This is an optimization exercise on Yosys and OpenROAD, whose aim is small area and a short achievable clock period, not a production implementation. Where RTL was checked, it was by simulation tests only, not by an equivalence proof against the original. Power figures rest on the tool's default switching activity, not on a simulated workload.

==> job 6253: inputs <==
==> flow/design.v <==
module ahrs_crc16 (
    input  wire [15:0] crc_in,
    input  wire [7:0]  data,
    output reg  [15:0] crc_out
);
    integer i;
    reg [15:0] t;
    always @(*) begin
        t = crc_in ^ {data, 8'h00};
        for (i = 0; i < 8; i = i + 1) begin
            if (t[15])
                t = {t[14:0], 1'b0} ^ 16'h1021;
            else
                t = {t[14:0], 1'b0};
        end
        crc_out = t;
    end
endmodule
module ahrs_parser (
    input  wire        clk,
    input  wire        rst,
    input  wire        feed,         
    input  wire        preset,       
    input  wire [7:0]  data,         
    output wire        done,         
    output wire        wr_angle,     
    output wire [1:0]  wr_field,     
    output wire        wr_status,    
    output wire [31:0] acc_q         
);
    localparam [3:0] S_SYNC0  = 4'd0,
                     S_SYNC1  = 4'd1,
                     S_SYNC2  = 4'd2,
                     S_SYNC3  = 4'd3,
                     S_COMPID = 4'd4,
                     S_STATUS = 4'd5,
                     S_CRC0   = 4'd6,
                     S_CRC1   = 4'd7,
                     S_ANG0   = 4'd8,
                     S_ANG1   = 4'd9,
                     S_ANG2   = 4'd10,
                     S_ANG3   = 4'd11;
    localparam [15:0] CRC_PREAMBLE = 16'h7982;    
    reg [3:0]  st;
    reg [15:0] crc;
    reg [3:0]  seen;      
    reg [1:0]  fld;
    reg [31:0] acc;
    wire [31:0] wr_value = {acc[23:0], data};
    assign acc_q = acc;
    wire [15:0] crc_next;
    ahrs_crc16 u_crc (.crc_in(crc), .data(data), .crc_out(crc_next));
    wire [7:0] ang_exp = wr_value[30:23];
    wire       ang_bad = (ang_exp == 8'hFF) ||
                         (ang_exp == 8'h00 && wr_value[22:0] != 23'd0);
    reg       id_known;
    reg [1:0] id_k;
    always @(*) begin
        id_known = 1'b1;
        id_k     = 2'd0;
        case (data)
            8'h05:   id_k = 2'd0;
            8'h18:   id_k = 2'd1;
            8'h19:   id_k = 2'd2;
            8'h4F:   id_k = 2'd3;
            default: id_known = 1'b0;
        endcase
    end
    assign wr_field  = fld;
    assign wr_angle  = feed && st == S_ANG3 && !ang_bad;
    assign wr_status = feed && st == S_STATUS;
    assign done      = feed && st == S_CRC1 && seen[0] && data == crc[7:0];
    wire [3:0] st_after = (seen == 4'b1111) ? S_CRC0 : S_COMPID;
    always @(posedge clk) begin
        if (rst || preset) begin
            st <= S_SYNC0;
        end else if (feed) begin
            case (st)
                S_SYNC0, S_SYNC1, S_SYNC2, S_SYNC3: begin
                    if (data == (st == S_SYNC0 ? 8'h00 : st == S_SYNC1 ? 8'h17 :
                                 st == S_SYNC2 ? 8'h05 : 8'h04)) begin
                        st <= st + 4'd1;
                    end else if (data == 8'h00) begin
                        st <= S_SYNC1;
                    end else begin
                        st <= S_SYNC0;
                    end
                    seen <= 4'b0;
                    crc  <= CRC_PREAMBLE;
                end
                S_COMPID: begin
                    crc <= crc_next;
                    fld <= id_k;
                    if (!id_known || seen[id_k]) begin
                        st <= S_SYNC0;
                    end else begin
                        seen[id_k] <= 1'b1;
                        st <= (id_k == 2'd3) ? S_STATUS : S_ANG0;
                    end
                end
                S_ANG0, S_ANG1, S_ANG2: begin
                    crc <= crc_next;
                    acc <= wr_value;
                    st  <= st + 4'd1;
                end
                S_ANG3: begin
                    crc <= crc_next;
                    acc <= wr_value;
                    st  <= ang_bad ? S_SYNC0 : st_after;
                end
                S_STATUS: begin
                    crc <= crc_next;
                    acc <= wr_value;
                    st  <= st_after;
                end
                S_CRC0: begin
                    seen[0] <= (data == crc[15:8]);
                    st      <= S_CRC1;
                end
                default: begin
                    st <= S_SYNC0;
                end
            endcase
        end
    end
endmodule
module ahrs_tbuf (
    input  wire       clk,
    input  wire       rst,
    input  wire       offer,
    input  wire       update,
    output wire [1:0] write_idx,
    output wire [1:0] read_idx,
    output wire       took        
);
    reg [1:0] w_idx, c_idx, r_idx;
    reg       new_f;
    wire [1:0] w_o   = offer ? c_idx : w_idx;
    wire [1:0] c_o   = offer ? w_idx : c_idx;
    wire       new_o = offer | new_f;
    assign write_idx = w_idx;
    assign read_idx  = r_idx;
    assign took      = update & new_o;
    always @(posedge clk) begin
        if (rst) begin
            w_idx <= 2'd0;
            c_idx <= 2'd1;
            r_idx <= 2'd2;
            new_f <= 1'b0;
        end else begin
            w_idx <= w_o;
            if (took) begin
                c_idx <= r_idx;
                r_idx <= c_o;
                new_f <= 1'b0;
            end else begin
                c_idx <= c_o;
                new_f <= new_o;
            end
        end
    end
endmodule
module ahrs_store (
    input  wire        clk,
    input  wire        rst,
    input  wire [1:0]  write_idx,
    input  wire        wr_angle,
    input  wire [1:0]  wr_field,    
    input  wire        wr_status,
    input  wire [31:0] wr_value,    
    output wire [103:0] slot0,      
    output wire [103:0] slot1,
    output wire [103:0] slot2,
    output wire [11:0]  written     
);
    reg [31:0] yaw    [0:2];
    reg [31:0] pitch  [0:2];
    reg [31:0] roll   [0:2];
    reg [7:0]  status [0:2];
    reg [3:0]  valid  [0:2];    
    reg pend_angle, pend_status;
    always @(posedge clk) begin
        pend_angle  <= wr_angle  && !rst;
        pend_status <= wr_status && !rst;
    end
    integer i;
    always @(posedge clk) begin
        for (i = 0; i < 3; i = i + 1) begin
            if (pend_angle && write_idx == i) begin
                case (wr_field)
                    2'd0:    yaw[i]   <= wr_value;
                    2'd1:    pitch[i] <= wr_value;
                    default: roll[i]  <= wr_value;
                endcase
            end
            if (pend_status && write_idx == i)
                status[i] <= wr_value[7:0];
        end
    end
    always @(posedge clk) begin
        for (i = 0; i < 3; i = i + 1) begin
            if (rst) begin
                valid[i] <= 4'b0;
            end else begin
                if (pend_angle && write_idx == i) begin
                    case (wr_field)
                        2'd0:    valid[i][0] <= 1'b1;
                        2'd1:    valid[i][1] <= 1'b1;
                        default: valid[i][2] <= 1'b1;
                    endcase
                end
                if (pend_status && write_idx == i)
                    valid[i][3] <= 1'b1;
            end
        end
    end
    assign slot0 = {status[0], roll[0], pitch[0], yaw[0]};
    assign slot1 = {status[1], roll[1], pitch[1], yaw[1]};
    assign slot2 = {status[2], roll[2], pitch[2], yaw[2]};
    assign written = {valid[2], valid[1], valid[0]};
endmodule
module ahrs_rx (
    input  wire        clk,
    input  wire        rst,
    input  wire        p_valid,
    input  wire [31:0] p_cmd,
    output reg         p_resp_valid,
    output reg         p_resp_err,
    output wire [31:0] p_resp_val,
    input  wire        c_valid,
    input  wire [31:0] c_cmd,
    output reg         c_resp_valid,
    output reg         c_resp_err,
    output wire [31:0] c_resp_val
);
    localparam [7:0] OPC_CRC_UPDATE   = 8'h01,
                     OPC_FEED         = 8'h10,
                     OPC_PARSER_RESET = 8'h11,
                     OPC_OFFER        = 8'h20,
                     OPC_UPDATE       = 8'h21,
                     OPC_GET_PITCH    = 8'h30,
                     OPC_GET_YAW      = 8'h31,
                     OPC_GET_ROLL     = 8'h32,
                     OPC_GET_STATUS   = 8'h33;
    wire [7:0]  p_opc   = p_cmd[31:24];
    wire [15:0] p_arg16 = p_cmd[23:8];
    wire [7:0]  p_arg8  = p_cmd[7:0];
    wire [7:0]  c_opc   = c_cmd[31:24];
    wire [15:0] c_arg16 = c_cmd[23:8];
    wire [7:0]  c_arg8  = c_cmd[7:0];
    wire p_crc    = p_valid && p_opc == OPC_CRC_UPDATE;
    wire p_feed   = p_valid && p_opc == OPC_FEED         && p_arg16 == 16'h0;
    wire p_preset = p_valid && p_opc == OPC_PARSER_RESET && p_arg16 == 16'h0 && p_arg8 == 8'h0;
    wire p_offer  = p_valid && p_opc == OPC_OFFER        && p_arg16 == 16'h0 && p_arg8 == 8'h0;
    wire p_legal  = p_crc || p_feed || p_preset || p_offer;
    wire c_noarg  = c_arg16 == 16'h0 && c_arg8 == 8'h0;
    wire c_crc    = c_valid && c_opc == OPC_CRC_UPDATE;
    wire c_update = c_valid && c_opc == OPC_UPDATE     && c_noarg;
    wire c_gp     = c_valid && c_opc == OPC_GET_PITCH  && c_noarg;
    wire c_gy     = c_valid && c_opc == OPC_GET_YAW    && c_noarg;
    wire c_gr     = c_valid && c_opc == OPC_GET_ROLL   && c_noarg;
    wire c_gs     = c_valid && c_opc == OPC_GET_STATUS && c_noarg;
    wire c_legal  = c_crc || c_update || c_gp || c_gy || c_gr || c_gs;
    wire [15:0] p_crc_out, c_crc_out;
    ahrs_crc16 u_pcrc (.crc_in(p_arg16), .data(p_arg8), .crc_out(p_crc_out));
    ahrs_crc16 u_ccrc (.crc_in(c_arg16), .data(c_arg8), .crc_out(c_crc_out));
    wire        feed_done;
    wire        wr_angle, wr_status;
    wire [1:0]  wr_field;
    wire [31:0] wr_value;
    ahrs_parser u_parser (
        .clk(clk), .rst(rst),
        .feed(p_feed), .preset(p_preset), .data(p_arg8),
        .done(feed_done),
        .wr_angle(wr_angle), .wr_field(wr_field),
        .wr_status(wr_status), .acc_q(wr_value)
    );
    wire [1:0] write_idx, read_idx;
    wire       took;
    ahrs_tbuf u_tbuf (
        .clk(clk), .rst(rst),
        .offer(p_offer || feed_done),
        .update(c_update),
        .write_idx(write_idx), .read_idx(read_idx),
        .took(took)
    );
    wire [103:0] slot0, slot1, slot2;
    wire [11:0]  written;
    ahrs_store u_store (
        .clk(clk), .rst(rst),
        .write_idx(write_idx),
        .wr_angle(wr_angle), .wr_field(wr_field),
        .wr_status(wr_status), .wr_value(wr_value),
        .slot0(slot0), .slot1(slot1), .slot2(slot2), .written(written)
    );
    wire [3:0] c_get = {c_gs, c_gr, c_gp, c_gy};    
    wire [11:0] sel_d = {{4{read_idx == 2'd2}} & c_get,
                         {4{read_idx == 2'd1}} & c_get,
                         {4{read_idx == 2'd0}} & c_get} & written;
    reg [15:0] p_val;
    reg [15:0] c_crc_q;
    reg        c_crc_sel, c_took;
    reg [11:0] sel;
    always @(posedge clk) begin
        if (rst) begin
            p_resp_valid <= 1'b0;
            c_resp_valid <= 1'b0;
        end else begin
            p_resp_valid <= p_valid;
            c_resp_valid <= c_valid;
        end
        p_resp_err <= p_valid && !p_legal;
        p_val      <= p_crc ? p_crc_out : {15'h0, feed_done};
        c_resp_err <= c_valid && !c_legal;
        c_crc_q    <= c_crc_out;
        c_crc_sel  <= c_crc;
        c_took     <= took;
        sel        <= sel_d;
    end
    function [31:0] pick;
        input [103:0] s;
        input [3:0]   f;
        begin
            pick = ({32{f[0]}} & s[31:0]) | ({32{f[1]}} & s[63:32]) |
                   ({32{f[2]}} & s[95:64]) | {24'h0, {8{f[3]}} & s[103:96]};
        end
    endfunction
    assign p_resp_val = {16'h0, p_val};
    assign c_resp_val = pick(slot0, sel[3:0]) | pick(slot1, sel[7:4]) | pick(slot2, sel[11:8]) |
                        {16'h0, {16{c_crc_sel}} & c_crc_q} |
                        {31'h0, c_took};
endmodule
==> flow/run.sh <==
#!/bin/bash
# synth_recipe.tcl (not shown) runs the flow's synth.tcl, then flattens the netlist and writes it again
# the make line also repeats each setting of config.mk as NAME=value (left out here)
make -C /OpenROAD-flow-scripts/flow DESIGN_CONFIG=/design/flow/config.mk WORK_HOME=/design/flow/orfs CLKGATE_MAP_FILE= SYNTH_SCRIPT=/design/flow/synth_recipe.tcl finish
==> flow/config.mk <==
export PLATFORM = sky130hd
export DESIGN_NAME = ahrs_rx
export DESIGN_NICKNAME = ahrs_rx
export VERILOG_FILES = /design/flow/design.v
export SDC_FILE = /design/flow/constraint.sdc
export NUM_CORES = 4
export LEC_CHECK = 0
export CAP_MARGIN = 20
export CORE_MARGIN = 2
export CORE_UTILIZATION = 60
export CTS_BUF_LIST = sky130_fd_sc_hd__clkbuf_4 sky130_fd_sc_hd__clkbuf_8
export PLACE_DENSITY = 0.7
export SETUP_SLACK_MARGIN = 3.0
export SLEW_MARGIN = 20
==> flow/constraint.sdc <==
create_clock -name core_clock -period 6.5 [get_ports {clk}]
set_input_delay 1.3000 -clock core_clock [delete_from_list [all_inputs] [get_ports {clk}]]
set_output_delay 1.3000 -clock core_clock [all_outputs]
set_load 0.01 [all_outputs]
==> job 4187 (differences from job 6253) <==
==> flow/design.v, changed modules only <==
module ahrs_store (
    input  wire        clk,
    input  wire        rst,
    input  wire [1:0]  write_idx,
    input  wire        wr_angle,
    input  wire [1:0]  wr_field,    
    input  wire        wr_status,
    input  wire [31:0] wr_value,    
    input  wire [1:0]  read_idx,
    output wire [31:0] rd_yaw,
    output wire [31:0] rd_pitch,
    output wire [31:0] rd_roll,
    output wire [7:0]  rd_status
);
    reg [31:0] yaw    [0:2];
    reg [31:0] pitch  [0:2];
    reg [31:0] roll   [0:2];
    reg [7:0]  status [0:2];
    reg [3:0]  valid  [0:2];    
    reg pend_angle, pend_status;
    always @(posedge clk) begin
        pend_angle  <= wr_angle  && !rst;
        pend_status <= wr_status && !rst;
    end
    integer i;
    always @(posedge clk) begin
        for (i = 0; i < 3; i = i + 1) begin
            if (pend_angle && write_idx == i) begin
                case (wr_field)
                    2'd0:    yaw[i]   <= wr_value;
                    2'd1:    pitch[i] <= wr_value;
                    default: roll[i]  <= wr_value;
                endcase
            end
            if (pend_status && write_idx == i)
                status[i] <= wr_value[7:0];
        end
    end
    always @(posedge clk) begin
        for (i = 0; i < 3; i = i + 1) begin
            if (rst) begin
                valid[i] <= 4'b0;
            end else begin
                if (pend_angle && write_idx == i) begin
                    case (wr_field)
                        2'd0:    valid[i][0] <= 1'b1;
                        2'd1:    valid[i][1] <= 1'b1;
                        default: valid[i][2] <= 1'b1;
                    endcase
                end
                if (pend_status && write_idx == i)
                    valid[i][3] <= 1'b1;
            end
        end
    end
    wire [3:0] v = valid[read_idx];
    assign rd_yaw    = v[0] ? yaw[read_idx]    : 32'h0;
    assign rd_pitch  = v[1] ? pitch[read_idx]  : 32'h0;
    assign rd_roll   = v[2] ? roll[read_idx]   : 32'h0;
    assign rd_status = v[3] ? status[read_idx] : 8'h0;
endmodule
module ahrs_rx (
    input  wire        clk,
    input  wire        rst,
    input  wire        p_valid,
    input  wire [31:0] p_cmd,
    output reg         p_resp_valid,
    output reg         p_resp_err,
    output wire [31:0] p_resp_val,
    input  wire        c_valid,
    input  wire [31:0] c_cmd,
    output reg         c_resp_valid,
    output reg         c_resp_err,
    output wire [31:0] c_resp_val
);
    localparam [7:0] OPC_CRC_UPDATE   = 8'h01,
                     OPC_FEED         = 8'h10,
                     OPC_PARSER_RESET = 8'h11,
                     OPC_OFFER        = 8'h20,
                     OPC_UPDATE       = 8'h21,
                     OPC_GET_PITCH    = 8'h30,
                     OPC_GET_YAW      = 8'h31,
                     OPC_GET_ROLL     = 8'h32,
                     OPC_GET_STATUS   = 8'h33;
    wire [7:0]  p_opc   = p_cmd[31:24];
    wire [15:0] p_arg16 = p_cmd[23:8];
    wire [7:0]  p_arg8  = p_cmd[7:0];
    wire [7:0]  c_opc   = c_cmd[31:24];
    wire [15:0] c_arg16 = c_cmd[23:8];
    wire [7:0]  c_arg8  = c_cmd[7:0];
    wire p_crc    = p_valid && p_opc == OPC_CRC_UPDATE;
    wire p_feed   = p_valid && p_opc == OPC_FEED         && p_arg16 == 16'h0;
    wire p_preset = p_valid && p_opc == OPC_PARSER_RESET && p_arg16 == 16'h0 && p_arg8 == 8'h0;
    wire p_offer  = p_valid && p_opc == OPC_OFFER        && p_arg16 == 16'h0 && p_arg8 == 8'h0;
    wire p_legal  = p_crc || p_feed || p_preset || p_offer;
    wire c_noarg  = c_arg16 == 16'h0 && c_arg8 == 8'h0;
    wire c_crc    = c_valid && c_opc == OPC_CRC_UPDATE;
    wire c_update = c_valid && c_opc == OPC_UPDATE     && c_noarg;
    wire c_gp     = c_valid && c_opc == OPC_GET_PITCH  && c_noarg;
    wire c_gy     = c_valid && c_opc == OPC_GET_YAW    && c_noarg;
    wire c_gr     = c_valid && c_opc == OPC_GET_ROLL   && c_noarg;
    wire c_gs     = c_valid && c_opc == OPC_GET_STATUS && c_noarg;
    wire c_legal  = c_crc || c_update || c_gp || c_gy || c_gr || c_gs;
    wire [15:0] p_crc_out, c_crc_out;
    ahrs_crc16 u_pcrc (.crc_in(p_arg16), .data(p_arg8), .crc_out(p_crc_out));
    ahrs_crc16 u_ccrc (.crc_in(c_arg16), .data(c_arg8), .crc_out(c_crc_out));
    wire        feed_done;
    wire        wr_angle, wr_status;
    wire [1:0]  wr_field;
    wire [31:0] wr_value;
    ahrs_parser u_parser (
        .clk(clk), .rst(rst),
        .feed(p_feed), .preset(p_preset), .data(p_arg8),
        .done(feed_done),
        .wr_angle(wr_angle), .wr_field(wr_field),
        .wr_status(wr_status), .acc_q(wr_value)
    );
    wire [1:0] write_idx, read_idx;
    wire       took;
    ahrs_tbuf u_tbuf (
        .clk(clk), .rst(rst),
        .offer(p_offer || feed_done),
        .update(c_update),
        .write_idx(write_idx), .read_idx(read_idx),
        .took(took)
    );
    wire [31:0] rd_yaw, rd_pitch, rd_roll;
    wire [7:0]  rd_status;
    ahrs_store u_store (
        .clk(clk), .rst(rst),
        .write_idx(write_idx),
        .wr_angle(wr_angle), .wr_field(wr_field),
        .wr_status(wr_status), .wr_value(wr_value),
        .read_idx(read_idx),
        .rd_yaw(rd_yaw), .rd_pitch(rd_pitch), .rd_roll(rd_roll), .rd_status(rd_status)
    );
    reg [15:0] p_val;
    reg [15:0] c_crc_q;
    reg        c_crc_sel, c_took, c_gp_q, c_gy_q, c_gr_q, c_gs_q;
    always @(posedge clk) begin
        if (rst) begin
            p_resp_valid <= 1'b0;
            c_resp_valid <= 1'b0;
        end else begin
            p_resp_valid <= p_valid;
            c_resp_valid <= c_valid;
        end
        p_resp_err <= p_valid && !p_legal;
        p_val      <= p_crc ? p_crc_out : {15'h0, feed_done};
        c_resp_err <= c_valid && !c_legal;
        c_crc_q    <= c_crc_out;
        c_crc_sel  <= c_crc;
        c_took     <= took;
        c_gp_q     <= c_gp;
        c_gy_q     <= c_gy;
        c_gr_q     <= c_gr;
        c_gs_q     <= c_gs;
    end
    assign p_resp_val = {16'h0, p_val};
    assign c_resp_val = ({32{c_gp_q}} & rd_pitch) |
                        ({32{c_gy_q}} & rd_yaw) |
                        ({32{c_gr_q}} & rd_roll) |
                        {24'h0, {8{c_gs_q}} & rd_status} |
                        {16'h0, {16{c_crc_sel}} & c_crc_q} |
                        {31'h0, c_took};
endmodule
- CORE_UTILIZATION: 60 -> 40
- CTS_BUF_LIST: sky130_fd_sc_hd__clkbuf_4 sky130_fd_sc_hd__clkbuf_8 -> default
- PLACE_DENSITY: 0.7 -> 0.6
- SETUP_SLACK_MARGIN: 3.0 -> 3.5
==> job 8476 (differences from job 6253) <==
==> flow/design.v, changed modules only <==
module ahrs_rx (
    input  wire        clk,
    input  wire        rst,
    input  wire        p_valid,
    input  wire [31:0] p_cmd,
    output reg         p_resp_valid,
    output reg         p_resp_err,
    output wire [31:0] p_resp_val,
    input  wire        c_valid,
    input  wire [31:0] c_cmd,
    output reg         c_resp_valid,
    output reg         c_resp_err,
    output reg  [31:0] c_resp_val
);
    localparam [7:0] OPC_CRC_UPDATE   = 8'h01,
                     OPC_FEED         = 8'h10,
                     OPC_PARSER_RESET = 8'h11,
                     OPC_OFFER        = 8'h20,
                     OPC_UPDATE       = 8'h21,
                     OPC_GET_PITCH    = 8'h30,
                     OPC_GET_YAW      = 8'h31,
                     OPC_GET_ROLL     = 8'h32,
                     OPC_GET_STATUS   = 8'h33;
    wire [7:0]  p_opc   = p_cmd[31:24];
    wire [15:0] p_arg16 = p_cmd[23:8];
    wire [7:0]  p_arg8  = p_cmd[7:0];
    wire [7:0]  c_opc   = c_cmd[31:24];
    wire [15:0] c_arg16 = c_cmd[23:8];
    wire [7:0]  c_arg8  = c_cmd[7:0];
    wire p_crc    = p_valid && p_opc == OPC_CRC_UPDATE;
    wire p_feed   = p_valid && p_opc == OPC_FEED         && p_arg16 == 16'h0;
    wire p_preset = p_valid && p_opc == OPC_PARSER_RESET && p_arg16 == 16'h0 && p_arg8 == 8'h0;
    wire p_offer  = p_valid && p_opc == OPC_OFFER        && p_arg16 == 16'h0 && p_arg8 == 8'h0;
    wire p_legal  = p_crc || p_feed || p_preset || p_offer;
    wire c_noarg  = c_arg16 == 16'h0 && c_arg8 == 8'h0;
    wire c_crc    = c_valid && c_opc == OPC_CRC_UPDATE;
    wire c_update = c_valid && c_opc == OPC_UPDATE     && c_noarg;
    wire c_gp     = c_valid && c_opc == OPC_GET_PITCH  && c_noarg;
    wire c_gy     = c_valid && c_opc == OPC_GET_YAW    && c_noarg;
    wire c_gr     = c_valid && c_opc == OPC_GET_ROLL   && c_noarg;
    wire c_gs     = c_valid && c_opc == OPC_GET_STATUS && c_noarg;
    wire c_legal  = c_crc || c_update || c_gp || c_gy || c_gr || c_gs;
    wire [15:0] p_crc_out, c_crc_out;
    ahrs_crc16 u_pcrc (.crc_in(p_arg16), .data(p_arg8), .crc_out(p_crc_out));
    ahrs_crc16 u_ccrc (.crc_in(c_arg16), .data(c_arg8), .crc_out(c_crc_out));
    wire        feed_done;
    wire        wr_angle, wr_status;
    wire [1:0]  wr_field;
    wire [31:0] wr_value;
    ahrs_parser u_parser (
        .clk(clk), .rst(rst),
        .feed(p_feed), .preset(p_preset), .data(p_arg8),
        .done(feed_done),
        .wr_angle(wr_angle), .wr_field(wr_field),
        .wr_status(wr_status), .acc_q(wr_value)
    );
    wire [1:0] write_idx, read_idx;
    wire       took;
    ahrs_tbuf u_tbuf (
        .clk(clk), .rst(rst),
        .offer(p_offer || feed_done),
        .update(c_update),
        .write_idx(write_idx), .read_idx(read_idx),
        .took(took)
    );
    wire [103:0] slot0, slot1, slot2;
    wire [11:0]  written;
    ahrs_store u_store (
        .clk(clk), .rst(rst),
        .write_idx(write_idx),
        .wr_angle(wr_angle), .wr_field(wr_field),
        .wr_status(wr_status), .wr_value(wr_value),
        .slot0(slot0), .slot1(slot1), .slot2(slot2), .written(written)
    );
    wire [3:0]  c_get = {c_gs, c_gr, c_gp, c_gy};    
    wire [11:0] sel = {{4{read_idx == 2'd2}} & c_get,
                       {4{read_idx == 2'd1}} & c_get,
                       {4{read_idx == 2'd0}} & c_get} & written;
    function [31:0] pick;
        input [103:0] s;
        input [3:0]   f;
        begin
            pick = ({32{f[0]}} & s[31:0]) | ({32{f[1]}} & s[63:32]) |
                   ({32{f[2]}} & s[95:64]) | {24'h0, {8{f[3]}} & s[103:96]};
        end
    endfunction
    wire [15:0] p_val = p_crc ? p_crc_out : {15'h0, feed_done};
    wire [31:0] c_val = pick(slot0, sel[3:0]) | pick(slot1, sel[7:4]) | pick(slot2, sel[11:8]) |
                        {16'h0, {16{c_crc}} & c_crc_out} |
                        {31'h0, took};
    reg  [15:0] p_val_q;
    always @(posedge clk) begin
        if (rst) begin
            p_resp_valid <= 1'b0;
            c_resp_valid <= 1'b0;
        end else begin
            p_resp_valid <= p_valid;
            c_resp_valid <= c_valid;
        end
        p_resp_err <= p_valid && !p_legal;
        p_val_q    <= p_val;
        c_resp_err <= c_valid && !c_legal;
        c_resp_val <= c_val;
    end
    assign p_resp_val = {16'h0, p_val_q};
endmodule
- SETUP_SLACK_MARGIN: 3.0 -> 3.8
==> qor summary <==
Result of the run: job 4187 finished clean; job 8476 finished clean; job 6253 finished clean
Area share of and/or/nand/nor cells after synthesis: job 4187 0.0839; job 8476 0.105; job 6253 0.0849
Net Sw Frac: job 4187 0.207; job 8476 0.214; job 6253 0.207
Worst Hold End: job 4187 u_store.valid[0][3]; job 8476 u_tbuf.w_idx[0]; job 6253 u_store.valid[2][2]
Placed insts: job 4187 1813; job 8476 1623; job 6253 1548
Internal power consumption: job 4187 4.50 mW; job 8476 4.44 mW; job 6253 4.37 mW
Internal reg-to-reg setup slack: job 4187 3.94 ns; job 8476 3.96 ns; job 6253 3.29 ns
Pin count of the biggest net entering global routing: job 4187 85; job 8476 34; job 6253 34
Area fraction in compound gates after synthesis: job 4187 0.126; job 8476 0.101; job 6253 0.101
Multi-input gate area in the final layout: job 4187 0.00540 mm2; job 8476 0.00512 mm2; job 6253 0.00416 mm2
Worst Reg2Reg Path Length in Cells: job 4187 6; job 8476 7; job 6253 6
Number of H-tree levels: job 4187 2; job 8476 3; job 6253 3
Vias after detailed routing: job 4187 11642; job 8476 11635; job 6253 10452
Met1 WL: job 4187 20.1 mm; job 8476 18.9 mm; job 6253 16.5 mm
Post-layout nets: job 4187 1511; job 8476 1473; job 6253 1319
Global routing usage on met1: job 4187 0.286; job 8476 0.433; job 6253 0.378
Worst setup EP type: job 4187 output port; job 8476 register; job 6253 output port
Fraction of area in multi-input gates: job 4187 0.240; job 8476 0.233; job 6253 0.208
Via count of the first global-routing pass: job 4187 11537; job 8476 11639; job 6253 10254
Peak supply drop: job 4187 0.176 mV; job 8476 0.151 mV; job 6253 0.145 mV
Gpl congestion: job 4187 0.821; job 8476 0.900; job 6253 0.873
Function not checked in job 6253: the RTL went through the layout flow alone.

re-timing with driven ports:
In the flow no input, the clock included, has a driving cell. The finished layouts below were timed again as built, in two steps.
Step 1: set_driving_cell puts a clkbuf_16 on clk and a buf_2 on each other input, an assumption about the parent block.
Step 2, shift: input delay + t, output delay - t, t = (earliest + latest rising clock arrival at the registers) / 2. This alone moves slack from input paths to output paths.
Three values: ideal ports, drivers, drivers and shift; two values: the first two.
run | t, ns | setup slack, ns | worst setup path after step 2 | worst slew at a driven data input, ns
job 6253 | 0.607 | 3.095 / 3.053 / 2.510 | input to register | 0.04
job 4187 | 0.621 | 2.414 / 2.362 / 2.929 | input to register | 0.04
job 8476 | 0.641 | 3.766 / 3.780 / 3.138 | input to register | 0.05
After both steps every run listed still meets setup and hold. For job 8476, which loses most, drivers alone change the setup slack by +0.014 ns; drivers and shift together by -0.628 ns.
